This is an optimization exercise on Yosys and OpenROAD, whose aim is small area and a short achievable clock period, not a production implementation. Only simulation tests tie the RTL to the original design; equivalence was not proved. Power and IR drop assume default switching activity.

// sqan_rxsync
module sqan_rxsync (
    input  wire         clk,
    input  wire         rst,                  
    input  wire [1:0]   in_cmd,
    input  wire [15:0]  in_i,
    input  wire [15:0]  in_q,
    input  wire [6:0]   cfg_percent,          
    input  wire [1:0]   cfg_hdr_w,            
    input  wire [11:0]  cfg_header,           
    input  wire         cfg_byte_timing,      
    input  wire [7:0]   cfg_timing_interval,  
    input  wire [4:0]   cfg_slot_bits,        
    input  wire [7:0]   cfg_sync0,            
    input  wire [7:0]   cfg_sync1,            
    input  wire         cfg_screen,           
    input  wire         cfg_esc_en,           
    input  wire [7:0]   cfg_esc_marker,       
    input  wire [7:0]   cfg_esc_xor,          
    input  wire [2:0]   cfg_esc_extra,        
    output reg          flush_valid,
    output reg          flush_emit,
    output reg  [4:0]   flush_n,
    output reg          flush_sync,
    output reg          flush_overflow,
    output reg  [127:0] flush_bytes,          
    output wire         st_searching,
    output wire         st_inverted,
    output wire         st_ignore,
    output wire [4:0]   st_count
);
==> flow/config.mk <==
export PLATFORM = sky130hd
export DESIGN_NAME = sqan_rxsync
export DESIGN_NICKNAME = sqan_rxsync
export VERILOG_FILES = /design/flow/design.v
export SDC_FILE = /design/flow/constraint.sdc
export NUM_CORES = 4
export LEC_CHECK = 0
export CAP_MARGIN = 20
export CORE_MARGIN = 2
export CORE_UTILIZATION = 40
export CTS_CLUSTER_DIAMETER = 70
export CTS_CLUSTER_SIZE = 30
export PLACE_DENSITY = 0.75
export SLEW_MARGIN = 20
export SYNTH_HIERARCHICAL = 1
==> flow/constraint.sdc <==
create_clock -name core_clock -period 22.0 [get_ports {clk}]
set_input_delay 4.4000 -clock core_clock [delete_from_list [all_inputs] [get_ports {clk}]]
set_output_delay 4.4000 -clock core_clock [all_outputs]
set_load 0.01 [all_outputs]
standard.sh (not shown) runs the stock make flow with config.mk's settings and CLKGATE_MAP_FILE= SYNTH_SCRIPT=/design/flow/synth_recipe.tcl, a recipe that flattens the netlist after the stock synthesis.
==> flow/flow/run.sh <==
#!/bin/bash
# Standard layout with three changes to how it is optimised:
#  - the port buffers are made from the smallest buffer cell (buffer_ports
#    otherwise picks sky130_fd_sc_hd__clkdlybuf4s50_1); the resizer still
#    upsizes any of them that timing or slew needs;
#  - the buffers that synthesis (ABC) put in are removed at floorplan, and the
#    resizer buffers the nets as placement needs;
#  - repair_timing aims for a larger setup slack than the constraint needs, so
#    that it shortens the critical paths (the SDC and clock are unchanged).
set -euo pipefail
export BUFFER_PORTS_ARGS="-buffer_cell sky130_fd_sc_hd__buf_1"
export REMOVE_ABC_BUFFERS=1
export SETUP_SLACK_MARGIN=16
bash standard.sh > standard_make.log 2>&1
The first run completed with no timing, DRC or antenna violations.
Next try:
--- a/flow/flow/run.sh
+++ b/flow/flow/run.sh
@@ -2 +2 @@
-# Standard layout with three changes to how it is optimised:
+# Standard layout with two changes to how it is optimised:
@@ -6,2 +5,0 @@
-#  - the buffers that synthesis (ABC) put in are removed at floorplan, and the
-#    resizer buffers the nets as placement needs;
@@ -12,2 +10 @@
-export REMOVE_ABC_BUFFERS=1
-export SETUP_SLACK_MARGIN=16
+export SETUP_SLACK_MARGIN=14
PLACE_DENSITY = default   (was 0.75)
- non-clock buffer count came out lower by 25
- critical path depth came out lower by 1
- die area does not change
- flip-flop and latch count is unchanged
- total power came out lower by 11%
- maximum frequency came out lower by 9.7%
- wire length came out lower by 3.1%
- combinational power came out lower by 31%
Next try:
--- a/flow/flow/run.sh
+++ b/flow/flow/run.sh
@@ -2 +2 @@
-# Standard layout with two changes to how it is optimised:
+# Standard layout with three changes to how it is optimised:
@@ -5,0 +6,2 @@
+#  - the buffers that synthesis (ABC) put in are removed at floorplan, and the
+#    resizer buffers the nets as placement needs;
@@ -10 +12,2 @@
-export SETUP_SLACK_MARGIN=14
+export REMOVE_ABC_BUFFERS=1
+export SETUP_SLACK_MARGIN=15
=>
- clock skew goes up by 6.0 ps
- fmax came out higher by 11%
- clock-buffer cell count goes down by 1
- first-iteration DRC count went down by 7.6%
- utilization grows by 0.79 points
- combinational power goes up by 34%
- area after synthesis does not change
- worst setup slack gets better by 770 ps
- sequential share of layout area fell by 0.84 points
- routed wire length increases by 2.1%
- cell count rose by 0.64%
Next try:
PLACE_DENSITY = 0.75   (was default)
Result:
- The new run completed without violations
- first-iteration DRC count climbs by 12%
- core utilization drops by 0.18 points
- routed wire length climbs by 1.2%
- die area does not change

========
== v28 ==
Another version of the RTL of sqan_rxsync (not shown whole).
For scale: roughly 1200 cells after synthesis, about 16000 um2 of cells after synthesis.
export LEC_CHECK = 0
export CAP_MARGIN = 20
export CORE_MARGIN = 2
export CORE_UTILIZATION = 40
export SLEW_MARGIN = 20
create_clock -name core_clock -period 22.0 [get_ports {clk}]
==> flow/flow/run.sh <==
#!/bin/bash
# Standard layout with two changes to how it is optimised:
#  - the port buffers are made from the smallest buffer cell (buffer_ports
#    otherwise picks sky130_fd_sc_hd__clkdlybuf4s50_1); the resizer still
#    upsizes any of them that timing or slew needs;
#  - repair_timing aims for a larger setup slack than the constraint needs, so
#    that it shortens the critical paths (the SDC and clock are unchanged).
set -euo pipefail
export BUFFER_PORTS_ARGS="-buffer_cell sky130_fd_sc_hd__buf_1"
export SETUP_SLACK_MARGIN=15
bash standard.sh > standard_make.log 2>&1
[inputs] v25 vs v28
==> flow/flow/run.sh <==
#!/bin/bash
# Standard layout, with the port buffers made from the smallest buffer cell
# (buffer_ports otherwise picks sky130_fd_sc_hd__clkdlybuf4s50_1); the resizer
# still upsizes any of them that timing or slew needs.
set -euo pipefail
export BUFFER_PORTS_ARGS="-buffer_cell sky130_fd_sc_hd__buf_1"
bash standard.sh > standard_make.log 2>&1
### Flow results
A end point of the critical path of dataout[4][1]$_DFFE_PP_ is what v25 shows, while dataout[9][6]$_DFFE_PP_ belongs to v28. On sequential share of layout area, the higher figure sits with v25, not v28. Any difference in latest clock arrival within the worst-skew pair between v25 and v28 is small enough to ignore. In the final reports, the cell area of v25 is smaller than that of v28.
--- input diff v25..v59 ---
==> flow/run.sh (new file) <==
#!/bin/bash
# synth_recipe.tcl (not shown) runs the flow's synth.tcl, then flattens the netlist and writes it again
# the make line also repeats each setting of config.mk as NAME=value (left out here)
make -C /OpenROAD-flow-scripts/flow DESIGN_CONFIG=/design/flow/config.mk WORK_HOME=/design/flow/orfs CLKGATE_MAP_FILE= SYNTH_SCRIPT=/design/flow/synth_recipe.tcl finish
removed: flow/flow/run.sh
removed: flow/standard.sh
==> run summary <==
Internal power contribution grows by a few percent when moving from v25 to v59.
v25 reports its worst setup path endpoint as dataout[4][1]$_DFFE_PP_ while v59 reports dataout[0][5]$_DFFE_PP_.
Compared with v25, placement density in the core of v59 is higher.
From v25 to v59 the numbers moved as follows: met1 routing resource usage after global routing roughly the same; area growth from synthesis to final layout higher.

========
sqan_rxsync, a different RTL version from the one above (not shown whole).
Size in the first run: roughly 1300 cells after synthesis, about 330 flip-flops, about 250 I/O pins.
export LEC_CHECK = 0
export CAP_MARGIN = 20
export CORE_MARGIN = 2
export CORE_UTILIZATION = 40
export SLEW_MARGIN = 20
export SYNTH_HIERARCHICAL = 1
create_clock -name core_clock -period 22.0 [get_ports {clk}]
==> flow/flow/run.sh <==
#!/bin/bash
# Standard layout with two changes to how it is optimised:
#  - the port buffers are made from the smallest buffer cell (buffer_ports
#    otherwise picks sky130_fd_sc_hd__clkdlybuf4s50_1); the resizer still
#    upsizes any of them that timing or slew needs;
#  - repair_timing aims for a larger setup slack than the constraint needs, so
#    that it shortens the critical paths (the SDC and clock are unchanged).
set -euo pipefail
export BUFFER_PORTS_ARGS="-buffer_cell sky130_fd_sc_hd__buf_1"
export SETUP_SLACK_MARGIN=15
bash standard.sh > standard_make.log 2>&1
Then changed:
--- a/flow/config.mk
+++ b/flow/config.mk
@@ -8,5 +8,5 @@
 export CAP_MARGIN = 20
 export CORE_MARGIN = 2
-export CORE_UTILIZATION = 40
+export CORE_UTILIZATION = 60
 export SLEW_MARGIN = 20
 export SYNTH_HIERARCHICAL = 1
What happened: Global-route usage rises by 6.0 points; die area falls by 33%; design area falls by 1.8%; first-iteration DRC count rises by 39%.
Then changed:
--- a/flow/config.mk
+++ b/flow/config.mk
@@ -8,5 +8,7 @@
 export CAP_MARGIN = 20
 export CORE_MARGIN = 2
-export CORE_UTILIZATION = 60
+export CORE_UTILIZATION = 40
+export CTS_CLUSTER_DIAMETER = 60
+export CTS_CLUSTER_SIZE = 24
 export SLEW_MARGIN = 20
 export SYNTH_HIERARCHICAL = 1
Design area is about the same; setup slack improves by 110 ps; area after synthesis does not change; cell count rises by a little under a tenth; power came out lower slightly; die area rose by well over a third; clock power fell by roughly a tenth.

========
sqan_rxsync, a different RTL version from the one above (not shown whole).
Size: roughly 1,500 cells after synthesis, ~330 flip-flops, ~250 I/O pins, ~0.018 mm² of cells after synthesis.
export LEC_CHECK = 0
export CAP_MARGIN = 20
export CORE_MARGIN = 2
export CORE_UTILIZATION = 40
export CTS_BUF_LIST = sky130_fd_sc_hd__clkbuf_4 sky130_fd_sc_hd__clkbuf_8
export SLEW_MARGIN = 20
export SYNTH_HIERARCHICAL = 1
create_clock -name core_clock -period 22.0 [get_ports {clk}]
Scripts as last shown in full above: flow/flow/run.sh
Edit:
--- a/flow/flow/run.sh
+++ b/flow/flow/run.sh
@@ -9,3 +9,3 @@
 export BUFFER_PORTS_ARGS="-buffer_cell sky130_fd_sc_hd__buf_1"
-export SETUP_SLACK_MARGIN=15
+export SETUP_SLACK_MARGIN=17
 bash standard.sh > standard_make.log 2>&1
- CTS_BUF_LIST: sky130_fd_sc_hd__clkbuf_4 sky130_fd_sc_hd__clkbuf_8 -> unset
- cell area rises by 6.7%
- cell count grows by 0.51%
- sequential cell count is unchanged
- synthesized cell count is unchanged
- non-clock buffer count rose by 49
- count of clock-buffer cells in the layout went down by 32
- sequential share of layout area went down by 2.7 points
- hold slack stays flat
- global-route usage came out higher by 0.18 points
Edit:
--- a/flow/flow/run.sh
+++ b/flow/flow/run.sh
@@ -9,3 +9,3 @@
 export BUFFER_PORTS_ARGS="-buffer_cell sky130_fd_sc_hd__buf_1"
-export SETUP_SLACK_MARGIN=17
+export SETUP_SLACK_MARGIN=15
 bash standard.sh > standard_make.log 2>&1
- total power falls slightly
- area after synthesis does not change
- sequential share of layout area went up by 2.7 points
- final cell count goes down by a few percent
- register-to-register slack is better by 0.08 ns
- sequential power hardly moves
- utilization went down by 3.2 points
- final area is lower by a few percent
- non-clock buffer count shrinks by 49
- fmax came out higher slightly

-- re-timing with driven ports --
The results above use ideal ports. As a check the final layouts listed here were re-extracted and re-timed, cells and wires unchanged.
Step 1 (the two cells are an assumption about what drives the block):
set clk [get_ports {clk}]
set_driving_cell -lib_cell sky130_fd_sc_hd__clkbuf_16 $clk
set_driving_cell -lib_cell sky130_fd_sc_hd__buf_2 [delete_from_list [all_inputs] $clk]
Step 2 times the ports against the registers' clock, not the clock port: input delays grow and output delays shrink by t, the midpoint of the rising clock arrivals with the driver on.
a / b / c = ideal / step 1 / step 2; a / b = the first two.
| run | t, ns | slack for setup (ns) | hold slack, ns |
|---|---|---|---|
| the first run of note 1 | 0.591 | 14.987 / 14.988 / 14.397 | 0.395 / 0.395 / 0.395 |
| the second run of note 1 | 0.617 | 14.232 / 14.263 / 13.646 | 0.402 / 0.402 / 0.402 |
| the third run of note 1 | 0.608 | 15.000 / 15.000 / 14.392 | 0.415 / 0.415 / 0.415 |
| the fourth run of note 1 | 0.591 | 14.925 / 14.914 / 14.323 | 0.391 / 0.391 / 0.391 |
| v28 | 0.597 | 13.850 / 13.850 / 13.286 | 0.408 / 0.408 / 0.408 |
| v25 | 0.595 | 11.905 / 11.905 / 11.905 | 0.396 / 0.396 / 0.396 |
| v59 | 0.591 | 12.064 / 12.064 / 11.897 | 0.409 / 0.409 / 0.409 |
| the first run of note 3 | 0.591 | 14.862 / 14.852 / 14.262 | 0.413 / 0.413 / 0.413 |
| the second run of note 3 | 0.562 | 14.770 / 14.774 / 14.212 | 0.414 / 0.414 / 0.414 |
| the third run of note 3 | 0.619 | 14.880 / 14.883 / 14.264 | 0.413 / 0.413 / 0.413 |
| the first run of note 4 | 0.689 | 14.907 / 14.918 / 14.229 | 0.415 / 0.415 / 0.415 |
| the second run of note 4 | 0.589 | 14.771 / 14.788 / 14.199 | 0.413 / 0.413 / 0.413 |
| the third run of note 4 | 0.606 | 14.864 / 14.876 / 14.270 | 0.414 / 0.414 / 0.414 |
After both steps setup and hold are still met in every run listed. The setup slack of the first run of note 4, which loses most, moves by +0.011 ns with the drivers and by -0.678 ns with both steps.
